Background: an optimization exercise with open tools, aiming at small area, a short achievable clock period and few clock cycles per item. Do not read the settings as production practice. Where RTL was checked, it was by simulation tests only, not by an equivalence proof against the original. No activity file was given, so power comes from the tool's default toggle rates.

==> job 371 <==
// babe_cls
module babe_cls (
    input  wire        clk,
    input  wire        rst,
    input  wire        start,
    input  wire [7:0]  reg_w,        
    input  wire [7:0]  reg_h,        
    input  wire [15:0] maxgrad,
    output wire        busy,
    input  wire        pix_valid,
    input  wire [7:0]  pix_r,
    input  wire [7:0]  pix_g,
    input  wire [7:0]  pix_b,
    output wire        pix_ready,
    output reg  [1:0]  res_kind,     
    output reg  [7:0]  res_a1,
    output reg  [7:0]  res_a2,
    output reg  [2:0]  res_step,
    output wire [7:0]  avg_r,
    output wire [7:0]  avg_g,
    output wire [7:0]  avg_b
);
    reg        busy_r, rdy_r;
    reg        div;
    reg [2:0]  dcnt;
    reg [7:0]  wreg, hreg;
    reg [15:0] mg;
    reg [7:0]  col, row;
    reg        frst;          
    reg        v1;
    reg [7:0]  p1r, p1g, p1b;
    reg        v2, f2, ring2;
    reg [15:0] lx2, ly2;
    reg        v3, f3, ring3;
    reg [15:0] luma3;
    reg [15:0] rmin, rmax, imin, imax;
    reg        iempty;
    reg        edom;
    reg [23:0] sr, sg, sb;
    reg [15:0] npix;
    wire [7:0] wm1    = wreg - 8'd1;
    wire [7:0] hm1    = hreg - 8'd1;
    wire col_end = (col == wm1);
    wire row_end = (row == hm1);
    wire first   = frst;
  ...
export LEC_CHECK = 0
export CAP_MARGIN = 20
export CORE_MARGIN = 2
export CORE_UTILIZATION = 40
export CTS_CLUSTER_DIAMETER = 100
export CTS_CLUSTER_SIZE = 40
export PLACE_DENSITY = 0.6
export SLEW_MARGIN = 20
create_clock -name core_clock -period 11.0 [get_ports {clk}]
standard.sh (not shown) runs the stock make flow with config.mk's settings and CLKGATE_MAP_FILE= SYNTH_SCRIPT=/design/flow/synth_recipe.tcl, a recipe that flattens the netlist after the stock synthesis.
==> flow/flow/run.sh <==
#!/bin/bash
set -euo pipefail
bash standard.sh SETUP_SLACK_MARGIN=7.5 finish > std_flow.log 2>&1
==> job 670: changes against job 371 <==
--- a/flow/design.v
+++ b/flow/design.v
@@ -24,27 +24,28 @@
     reg [2:0]  dcnt;
     reg [7:0]  wreg, hreg;
     reg [15:0] mg;
     reg [7:0]  col, row;
     reg        frst;          
-    reg        v1;
+    reg        v1, f1, ring1, last1;
     reg [7:0]  p1r, p1g, p1b;
     reg        v2, f2, ring2;
     reg [15:0] lx2, ly2;
     reg        v3, f3, ring3;
     reg [15:0] luma3;
+    reg        lc3;           
     reg [15:0] rmin, rmax, imin, imax;
     reg        iempty;
     reg        edom;
     reg [23:0] sr, sg, sb;
     reg [15:0] npix;
-    wire [7:0] wm1    = wreg - 8'd1;
-    wire [7:0] hm1    = hreg - 8'd1;
-    wire col_end = (col == wm1);
-    wire row_end = (row == hm1);
-    wire first   = frst;
-    wire on_ring = (col == 8'd0) || (row == 8'd0) || col_end || row_end;
+    wire       take    = pix_valid & rdy_r;
+    wire [7:0] wm1     = wreg - 8'd1;
+    wire [7:0] hm1     = hreg - 8'd1;
+    wire       col_end = (col == wm1);
+    wire       row_end = (row == hm1);
+    wire       on_ring = (col == 8'd0) || (row == 8'd0) || col_end || row_end;
     wire t1 = p1r[4] ^ p1r[2];
     wire t2 = p1r[4] & p1r[2];
     wire t3 = p1r[5] ^ p1r[3] ^ p1r[2];
     wire t4 = (p1r[5] & p1r[3]) | (p1r[5] & p1r[2]) | (p1r[3] & p1r[2]);
     wire t5 = p1r[6] ^ p1r[4] ^ p1r[3];
@@ -203,54 +204,59 @@
         end
     endfunction
     wire [18:0] eddiff = {3'b0, rmax} + {2'b0, imin, 1'b0} - {3'b0, rmin} - {2'b0, imax, 1'b0};
     wire        ei_pos = imax > imin;
     wire        e_zero = (rmax == rmin);
-    wire [16:0] lediff = {1'b0, rmin} + {1'b0, mg} - {1'b0, rmax};
-    wire        e_le   = ~lediff[16];
+    wire        e_le   = gt | lc3;
+    wire        ld_le  = div && dcnt == 3'd5;
+    wire [16:0] lsum   = {1'b0, lx2} + {1'b0, ly2} + {16'd0, div && dcnt == 3'd6};
     reg         one, smallr, wge;
-    reg  [7:0]  xs;
+    wire [7:0]  xs     = wge ? wreg : hreg;    
+    wire        leaf   = one | e_zero | (smallr & ~edom & e_le);
     always @(posedge clk) begin
         p1r   <= pix_r;
         p1g   <= pix_g;
         p1b   <= pix_b;
-        lx2   <= lsx;
-        ly2   <= lsy;
-        f2    <= first;
-        ring2 <= on_ring;
+        f1    <= frst;
+        ring1 <= on_ring;
+        last1 <= col_end & row_end;
+        lx2   <= ld_le ? rmin : lsx;
+        ly2   <= ld_le ? mg   : lsy;
+        f2    <= f1;
+        ring2 <= ring1;
         f3    <= f2;
         ring3 <= ring2 | div;
         if (div && dcnt == 3'd2)      luma3 <= imin;
         else if (div && dcnt == 3'd3) luma3 <= imax;
-        else                          luma3 <= lx2 + ly2;
+        else                          luma3 <= lsum[15:0];
+        lc3   <= lsum[16];
         one    <= (wreg == 8'd1) && (hreg == 8'd1);
         smallr <= (wreg <= 8'd4) && (hreg <= 8'd4);
         wge    <= (wreg >= hreg);
-        xs     <= (wreg >= hreg) ? wreg : hreg;
         if (!busy_r) begin
             wreg <= reg_w;
             hreg <= reg_h;
             mg   <= maxgrad;
         end
         if (!busy_r) begin
             col  <= 8'd0;
             row  <= 8'd0;
             frst <= 1'b1;
-        end else if (v1) begin
+        end else if (take) begin
             frst <= 1'b0;
             if (col_end) begin
                 col <= 8'd0;
                 row <= row + 8'd1;
             end else begin
                 col <= col + 8'd1;
             end
         end
         if (v1) begin
-            sr   <= first ? {16'd0, p1r} : sr + {16'd0, p1r};
-            sg   <= first ? {16'd0, p1g} : sg + {16'd0, p1g};
-            sb   <= first ? {16'd0, p1b} : sb + {16'd0, p1b};
-            npix <= first ? 16'd1 : npix + 16'd1;
+            sr   <= f1 ? {16'd0, p1r} : sr + {16'd0, p1r};
+            sg   <= f1 ? {16'd0, p1g} : sg + {16'd0, p1g};
+            sb   <= f1 ? {16'd0, p1b} : sb + {16'd0, p1b};
+            npix <= f1 ? 16'd1 : npix + 16'd1;
         end else if (div) begin
             sr   <= dstep(sr, npix);
             sg   <= dstep(sg, npix);
             sb   <= dstep(sb, npix);
         end
@@ -268,46 +274,35 @@
         else if (v3 && !ring3)
             iempty <= 1'b0;
         if (div && dcnt == 3'd2)
             edom <= ~iempty & ei_pos & ~eddiff[18];
         if (div && dcnt == 3'd7) begin
-            if (one) begin
-                res_kind <= 2'd0; res_step <= 3'd1;
-            end else if (e_zero) begin
-                res_kind <= 2'd0; res_step <= 3'd2;
-            end else if (smallr && !edom && e_le) begin
-                res_kind <= 2'd0; res_step <= 3'd4;
-            end else begin
-                res_kind <= wge ? 2'd1 : 2'd2; res_step <= 3'd5;
-            end
-            if (one || e_zero || (smallr && !edom && e_le)) begin
-                res_a1 <= 8'd0;
-                res_a2 <= 8'd0;
-            end else begin
-                res_a1 <= {1'b0, xs[7:1]};
-                res_a2 <= {1'b0, xs[7:1]} + {7'd0, xs[0]};
-            end
+            res_kind <= leaf ? 2'd0 : (wge ? 2'd1 : 2'd2);
+            res_step <= one ? 3'd1 : e_zero ? 3'd2 : leaf ? 3'd4 : 3'd5;
+            res_a1   <= leaf ? 8'd0 : {1'b0, xs[7:1]};
+            res_a2   <= leaf ? 8'd0 : {1'b0, xs[7:1]} + {7'd0, xs[0]};
         end
         if (rst) begin
             busy_r <= 1'b0;
             rdy_r  <= 1'b0;
             v1     <= 1'b0;
             v2     <= 1'b0;
             v3     <= 1'b0;
             div    <= 1'b0;
         end else begin
-            v1 <= pix_valid & rdy_r;
+            v1 <= take;
             v2 <= v1;
             v3 <= v2 | (div & (dcnt == 3'd2 || dcnt == 3'd3) & ~iempty);
             if (start && !busy_r) begin
                 busy_r <= 1'b1;
                 rdy_r  <= 1'b1;
             end
-            if (v1 && col_end && row_end) begin
+            if (take && col_end && row_end)
                 rdy_r <= 1'b0;
-                div   <= 1'b1;
-                dcnt  <= 3'd0;
+            if (v1 && last1) begin
+                div  <= 1'b1;
+                dcnt <= 3'd0;
             end
             if (div) begin
                 dcnt <= dcnt + 3'd1;
                 if (dcnt == 3'd7) begin
                     div    <= 1'b0;
==> flow/flow/run.sh (replaced) <==
#!/bin/bash
set -euo pipefail
bash standard.sh "BUFFER_PORTS_ARGS=-buffer_cell sky130_fd_sc_hd__buf_1" \
    SETUP_SLACK_MARGIN=7.5 finish > std_flow.log 2>&1
CORE_UTILIZATION = 50   (was 40)
CTS_CLUSTER_SIZE = 25   (was 40)
PLACE_DENSITY = 0.65   (was 0.6)
==> job 3145: changes against job 371 <==
CTS_CLUSTER_DIAMETER = default   (was 100)
CTS_CLUSTER_SIZE = default   (was 40)
==> job 7340: changes against job 371 <==
--- a/flow/design.v
+++ b/flow/design.v
@@ -206,11 +206,11 @@
     wire        ei_pos = imax > imin;
     wire        e_zero = (rmax == rmin);
     wire [16:0] lediff = {1'b0, rmin} + {1'b0, mg} - {1'b0, rmax};
     wire        e_le   = ~lediff[16];
     reg         one, smallr, wge;
-    reg  [7:0]  xs;
+    wire [7:0]  xs = wge ? wreg : hreg;    
     always @(posedge clk) begin
         p1r   <= pix_r;
         p1g   <= pix_g;
         p1b   <= pix_b;
         lx2   <= lsx;
@@ -223,11 +223,10 @@
         else if (div && dcnt == 3'd3) luma3 <= imax;
         else                          luma3 <= lx2 + ly2;
         one    <= (wreg == 8'd1) && (hreg == 8'd1);
         smallr <= (wreg <= 8'd4) && (hreg <= 8'd4);
         wge    <= (wreg >= hreg);
-        xs     <= (wreg >= hreg) ? wreg : hreg;
         if (!busy_r) begin
             wreg <= reg_w;
             hreg <= reg_h;
             mg   <= maxgrad;
         end
==> flow/flow/run.sh (replaced) <==
#!/bin/bash
set -euo pipefail
bash standard.sh "BUFFER_PORTS_ARGS=-buffer_cell sky130_fd_sc_hd__buf_2" \
    "CTS_ARGS=-sink_clustering_enable -repair_clock_nets -sink_clustering_size 40 -sink_clustering_max_diameter 100 -distance_between_buffers 1000 -branching_point_buffers_distance 1000" \
    SETUP_SLACK_MARGIN=7.5 finish > std_flow.log 2>&1
==> summary.md <==
| Metric | Value |
|---|---|
| Via-to-Cell Ratio | `5.39` |
| FFs & Latches | `317` |
| CP peak stage delay | `0.51 ns` |
| Status | `complete, no violations` |
| Tapcell count | `748` |
| Seq. pwr | `1530 uW` |
| Multi-input gates | `1533` |
| Sequential portion of the cell area | `0.327` |
| Power per cell area | `146 mW/mm^2` |
| Grt met1 use | `0.255` |
| WHS Endpoint | `f3` |
| Final clock-cell share | `0.0514` |
| LEAKAGE | `0.0109 uW` |
| Sequential share of power | `0.404` |
| TritonCTS Sinks | `317` |
| Switch share | `0.300` |
That was job 3145.
==> summary.md <==
| Metric | Value |
|---|---|
| Crit-path leading delay family | `flip-flops` |
| TritonCTS Sinks | `309` |
| WHS Endpoint | `f3` |
| Switch share | `0.329` |
| Tapcell count | `704` |
| Status | `complete, no violations` |
| Sequential share of power | `0.472` |
| Via-to-Cell Ratio | `5.38` |
| FFs & Latches | `309` |
| Seq. pwr | `1500 uW` |
| Grt met1 use | `0.250` |
| Power per cell area | `133 mW/mm^2` |
That was job 7340.
==> summary.md <==
| Metric | Value |
|---|---|
| Status | `complete, no violations` |
| LEAKAGE | `0.00965 uW` |
| Seq. pwr | `1530 uW` |
| TritonCTS Sinks | `315` |
| Sequential share of power | `0.476` |
| Final clock-cell share | `0.0225` |
| Switch share | `0.322` |
| Via-to-Cell Ratio | `5.68` |
| Grt met1 use | `0.331` |
| FFs & Latches | `315` |
| WHS Endpoint | `ring2` |
| Multi-input gates | `1490` |
That was job 670.
==> summary.md <==
| Metric | Value |
|---|---|
| Tapcell count | `748` |
| Sequential share of power | `0.467` |
| Area after DPL | `0.0243 mm^2` |
| WHS Endpoint | `f3` |
| Status | `complete, no violations` |
| Non-clk bufs | `149` |
| Grt met1 use | `0.255` |
| LEAKAGE | `0.0106 uW` |
| Seq. pwr | `1520 uW` |
| FFs & Latches | `317` |
| Sequential portion of the cell area | `0.335` |
That was job 371.
Testbench counts of job 670, summed over its fixed seeds: cycles 80,123, regions 1,280.
Testbench counts of job 7340, summed over its fixed seeds: cycles 80,123, regions 1,280.
For job 371 and job 3145, only the layout was checked, not whether the RTL still works.

==> inputs of amber <==
==> flow/design.v <==
module babe_cls (
    input  wire        clk,
    input  wire        rst,
    input  wire        start,
    input  wire [7:0]  reg_w,        
    input  wire [7:0]  reg_h,        
    input  wire [15:0] maxgrad,
    output wire        busy,
    input  wire        pix_valid,
    input  wire [7:0]  pix_r,
    input  wire [7:0]  pix_g,
    input  wire [7:0]  pix_b,
    output wire        pix_ready,
    output reg  [1:0]  res_kind,     
    output reg  [7:0]  res_a1,
    output reg  [7:0]  res_a2,
    output reg  [2:0]  res_step,
    output wire [7:0]  avg_r,
    output wire [7:0]  avg_g,
    output wire [7:0]  avg_b
);
    reg        busy_r, rdy_r;
    reg        div;
    reg [2:0]  dcnt;
    reg [7:0]  wreg, hreg;
    reg [15:0] mg;
    reg [7:0]  col, row;
    reg        frst;          
    reg        v1;
    reg [7:0]  p1r, p1g, p1b;
    reg        v2, f2, ring2;
    reg [15:0] lx2, ly2;
    reg        v3, f3, ring3;
    reg [15:0] luma3;
    reg [15:0] rmin, rmax, imin, imax;
    reg        iempty;
    reg        edom;
    reg [23:0] sr, sg, sb;
    reg [15:0] npix;
    wire [7:0] wm1    = wreg - 8'd1;
    wire [7:0] hm1    = hreg - 8'd1;
    wire col_end = (col == wm1);
    wire row_end = (row == hm1);
    wire first   = frst;
    wire on_ring = (col == 8'd0) || (row == 8'd0) || col_end || row_end;
    function [31:0] csa(input [15:0] a, input [15:0] b, input [15:0] c);
        csa = {a ^ b ^ c, ((a & b) | (a & c) | (b & c)) << 1};
    endfunction
    wire [15:0] R = {8'd0, p1r}, G = {8'd0, p1g}, B = {8'd0, p1b};
    wire [31:0] l1a = csa(R, R << 2, R << 3);
    wire [31:0] l1b = csa(R << 6, G << 1, G << 2);
    wire [31:0] l1c = csa(G << 4, G << 7, B);
    wire [31:0] l1d = csa(B << 2, B << 3, B << 4);
    wire [31:0] l2a = csa(l1a[31:16], l1a[15:0], l1b[31:16]);
    wire [31:0] l2b = csa(l1b[15:0], l1c[31:16], l1c[15:0]);
    wire [31:0] l3a = csa(l2a[31:16], l2a[15:0], l2b[31:16]);
    wire [31:0] l3b = csa(l2b[15:0], l1d[31:16], l1d[15:0]);
    wire [31:0] l4a = csa(l3a[31:16], l3a[15:0], l3b[31:16]);
    wire [31:0] l5a = csa(l4a[31:16], l4a[15:0], l3b[15:0]);
    wire [15:0] cmin = ring3 ? rmin : imin;
    wire [15:0] cmax = ring3 ? rmax : imax;
    wire lt = luma3 < cmin;
    wire gt = luma3 > cmax;
    function [23:0] dstep(input [23:0] s, input [15:0] n);
        reg [17:0] t;
        begin
            t = {1'b0, s[23:7]} - {2'b0, n};
            dstep = {t[17] ? s[22:7] : t[15:0], s[6:0], ~t[17]};
        end
    endfunction
    wire [18:0] eddiff = {3'b0, rmax} + {2'b0, imin, 1'b0} - {3'b0, rmin} - {2'b0, imax, 1'b0};
    wire        ei_pos = imax > imin;
    wire        e_zero = (rmax == rmin);
    wire [16:0] lediff = {1'b0, rmin} + {1'b0, mg} - {1'b0, rmax};
    wire        e_le   = ~lediff[16];
    reg         one, smallr, wge;
    reg  [7:0]  xs;
    always @(posedge clk) begin
        p1r   <= pix_r;
        p1g   <= pix_g;
        p1b   <= pix_b;
        lx2   <= l5a[31:16];
        ly2   <= l5a[15:0];
        f2    <= first;
        ring2 <= on_ring;
        f3    <= f2;
        ring3 <= ring2 | div;
        if (div && dcnt == 3'd2)      luma3 <= imin;
        else if (div && dcnt == 3'd3) luma3 <= imax;
        else                          luma3 <= lx2 + ly2;
        one    <= (wreg == 8'd1) && (hreg == 8'd1);
        smallr <= (wreg <= 8'd4) && (hreg <= 8'd4);
        wge    <= (wreg >= hreg);
        xs     <= (wreg >= hreg) ? wreg : hreg;
        if (!busy_r) begin
            wreg <= reg_w;
            hreg <= reg_h;
            mg   <= maxgrad;
        end
        if (!busy_r) begin
            col  <= 8'd0;
            row  <= 8'd0;
            frst <= 1'b1;
        end else if (v1) begin
            frst <= 1'b0;
            if (col_end) begin
                col <= 8'd0;
                row <= row + 8'd1;
            end else begin
                col <= col + 8'd1;
            end
        end
        if (v1) begin
            sr   <= first ? {16'd0, p1r} : sr + {16'd0, p1r};
            sg   <= first ? {16'd0, p1g} : sg + {16'd0, p1g};
            sb   <= first ? {16'd0, p1b} : sb + {16'd0, p1b};
            npix <= first ? 16'd1 : npix + 16'd1;
        end else if (div) begin
            sr   <= dstep(sr, npix);
            sg   <= dstep(sg, npix);
            sb   <= dstep(sb, npix);
        end
        if (v3) begin
            if (ring3) begin
                if (lt || f3) rmin <= luma3;
                if (gt || f3) rmax <= luma3;
            end else begin
                if (lt || iempty) imin <= luma3;
                if (gt || iempty) imax <= luma3;
            end
        end
        if (v2 && f2)
            iempty <= 1'b1;
        else if (v3 && !ring3)
            iempty <= 1'b0;
        if (div && dcnt == 3'd2)
            edom <= ~iempty & ei_pos & ~eddiff[18];
        if (div && dcnt == 3'd7) begin
            if (one) begin
                res_kind <= 2'd0; res_step <= 3'd1;
            end else if (e_zero) begin
                res_kind <= 2'd0; res_step <= 3'd2;
            end else if (smallr && !edom && e_le) begin
                res_kind <= 2'd0; res_step <= 3'd4;
            end else begin
                res_kind <= wge ? 2'd1 : 2'd2; res_step <= 3'd5;
            end
            if (one || e_zero || (smallr && !edom && e_le)) begin
                res_a1 <= 8'd0;
                res_a2 <= 8'd0;
            end else begin
                res_a1 <= {1'b0, xs[7:1]};
                res_a2 <= {1'b0, xs[7:1]} + {7'd0, xs[0]};
            end
        end
        if (rst) begin
            busy_r <= 1'b0;
            rdy_r  <= 1'b0;
            v1     <= 1'b0;
            v2     <= 1'b0;
            v3     <= 1'b0;
            div    <= 1'b0;
        end else begin
            v1 <= pix_valid & rdy_r;
            v2 <= v1;
            v3 <= v2 | (div & (dcnt == 3'd2 || dcnt == 3'd3) & ~iempty);
            if (start && !busy_r) begin
                busy_r <= 1'b1;
                rdy_r  <= 1'b1;
            end
            if (v1 && col_end && row_end) begin
                rdy_r <= 1'b0;
                div   <= 1'b1;
                dcnt  <= 3'd0;
            end
            if (div) begin
                dcnt <= dcnt + 3'd1;
                if (dcnt == 3'd7) begin
                    div    <= 1'b0;
                    busy_r <= 1'b0;
                end
            end
        end
    end
    assign busy      = busy_r;
    assign pix_ready = rdy_r;
    assign avg_r     = sr[7:0];
    assign avg_g     = sg[7:0];
    assign avg_b     = sb[7:0];
endmodule
==> flow/flow/run.sh <==
#!/bin/bash
set -euo pipefail
bash standard.sh SETUP_SLACK_MARGIN=8.4 finish > std_flow.log 2>&1
==> flow/standard.sh <==
#!/bin/bash
# synth_recipe.tcl (not shown) runs the flow's synth.tcl, then flattens the netlist and writes it again
# the make line also repeats each setting of config.mk as NAME=value (left out here)
make -C /OpenROAD-flow-scripts/flow DESIGN_CONFIG=/design/flow/config.mk WORK_HOME=/design/flow/orfs CLKGATE_MAP_FILE= SYNTH_SCRIPT=/design/flow/synth_recipe.tcl "${@:-finish}"
==> flow/config.mk <==
export PLATFORM = sky130hd
export DESIGN_NAME = babe_cls
export DESIGN_NICKNAME = babe_cls
export VERILOG_FILES = /design/flow/design.v
export SDC_FILE = /design/flow/constraint.sdc
export NUM_CORES = 4
export LEC_CHECK = 0
export CAP_MARGIN = 20
export CORE_MARGIN = 2
export CORE_UTILIZATION = 40
export PLACE_DENSITY = 0.6
export SLEW_MARGIN = 20
==> flow/constraint.sdc <==
create_clock -name core_clock -period 11.0 [get_ports {clk}]
set_input_delay 2.2000 -clock core_clock [delete_from_list [all_inputs] [get_ports {clk}]]
set_output_delay 2.2000 -clock core_clock [all_outputs]
set_load 0.01 [all_outputs]
==> quartz (differences from amber) <==
==> flow/run.sh (new file) <==
#!/bin/bash
# synth_recipe.tcl (not shown) runs the flow's synth.tcl, then flattens the netlist and writes it again
# the make line also repeats each setting of config.mk as NAME=value (left out here)
make -C /OpenROAD-flow-scripts/flow DESIGN_CONFIG=/design/flow/config.mk WORK_HOME=/design/flow/orfs CLKGATE_MAP_FILE= SYNTH_SCRIPT=/design/flow/synth_recipe.tcl finish
removed: flow/flow/run.sh
removed: flow/standard.sh
==> willow (differences from amber) <==
==> flow/flow/run.sh (replaced) <==
#!/bin/bash
set -euo pipefail
bash standard.sh SETUP_SLACK_MARGIN=7.5 finish > std_flow.log 2>&1
==> cedar (differences from amber) <==
==> flow/flow/run.sh (replaced) <==
#!/bin/bash
set -euo pipefail
bash standard.sh SETUP_SLACK_MARGIN=8.0 finish > std_flow.log 2>&1
==> qor summary <==
item                                                                   quartz        willow         cedar         amber
Wire length of the first global-routing pass                         89.40 mm      90.19 mm      93.81 mm      97.83 mm
Sequential share of cell area                                          0.3275        0.3224        0.3075        0.2882
Switching power share of the total                                     0.3038        0.3020        0.3047        0.3077
Final WS setup                                                        6945 ps       7533 ps       7544 ps       7574 ps
Fraction of area in non-clock buffers                                 0.04383       0.05291       0.07496        0.1079
Worst Hold Margin                                                    363.3 ps      360.6 ps      368.7 ps      352.9 ps
CTS buffer count                                                           38            39            40            39
Worst reg-to-reg path cell count                                           11             9            11            11
Outcome                                              timing/DRC/antenna clean  timing/DRC/antenna clean  timing/DRC/antenna clean  timing/DRC/antenna clean
Clk cell area share                                                   0.04724       0.04956       0.04773       0.04478
Static Leakage                                                       10.98 nW      11.26 nW      11.76 nW      12.46 nW
Slew of the pin with the lowest slew margin                           1078 ps       1089 ps       1053 ps      973.2 ps
Post-CTS Repair Setup Buffers                                               0            25            72           160
Number of standard cells in the layout, taps in and fillers out          3083          3125          3227          3336
Total placed cells including tap cells                                   3015          3013          3012          3013
Via-per-instance ratio                                                  5.343         5.359         5.341         5.384
Final min period                                                      4055 ps       3467 ps       3456 ps       3426 ps
Aggregate routed wire length                                         55.35 mm      56.72 mm      59.61 mm      62.44 mm
Combinational cell power                                               944 uW        955 uW       1.04 mW       1.12 mW
Signal buffers                                                            115           154           248           358
Uppermost signal routing layer after detailed routing                    met4          met5          met4          met4
Number of fill cells in the layout                                       5329          5275          5227          4983
Detailed-route wire length per cell                                  17.95 um      18.15 um      18.47 um      18.72 um
Share of the clock period used by the worst path after layout          0.3686        0.3152        0.3142        0.3115
Register cell area after layout                                  0.008414 mm2  0.008432 mm2  0.008479 mm2  0.008478 mm2
Summed area of non-filler cells in the final layout               0.02569 mm2   0.02616 mm2   0.02758 mm2   0.02942 mm2
Data arrival time of the worst path                                   1850 ps       1270 ps       1260 ps       1230 ps
Testbench counts of amber, summed over its fixed seeds: cycles 80,123, regions 1,280.
Testbench counts of quartz, summed over its fixed seeds: cycles 80,123, regions 1,280.
Testbench counts of willow, summed over its fixed seeds: cycles 80,123, regions 1,280.
Testbench counts of cedar, summed over its fixed seeds: cycles 80,123, regions 1,280.

port drivers added, routing unchanged:
In the flow no input, the clock included, has a driving cell. The finished layouts below were timed again as built, in two steps. Step 1 assumes that a clkbuf_16 drives the clock port and a buf_2 every other input. Step 2, shift: input delay + t, output delay - t, t = (earliest + latest rising clock arrival at the registers) / 2. This alone moves slack from input paths to output paths. Three values: ideal ports, drivers, drivers and shift; two values: the first two.
run	shift t [ns]	slack for setup (ns)	hold WS [ns]	worst register clock-pin slew, ns
job 371	0.599	7.521 / 7.468 / 7.491	0.370 / 0.370 / 0.370	0.11 / 0.11
job 670	0.581	7.539 / 7.485 / 7.582	0.350 / 0.350 / 0.350	0.10 / 0.10
job 3145	0.620	7.526 / 7.471 / 7.477	0.363 / 0.363 / 0.363	0.06 / 0.06
job 7340	0.597	7.544 / 7.488 / 7.602	0.376 / 0.376 / 0.376	0.12 / 0.12
amber	0.621	7.574 / 7.512 / 7.643	0.353 / 0.353 / 0.353	0.07 / 0.07
quartz	0.605	6.945 / 6.892 / 7.301	0.363 / 0.363 / 0.363	0.06 / 0.06
willow	0.609	7.533 / 7.482 / 7.516	0.361 / 0.361 / 0.361	0.06 / 0.06
cedar	0.615	7.544 / 7.494 / 7.452	0.369 / 0.369 / 0.369	0.06 / 0.06
After both steps setup and hold are still met in every run listed. The setup slack of cedar, which loses most, moves by -0.050 ns with the drivers and by -0.092 ns with both steps.
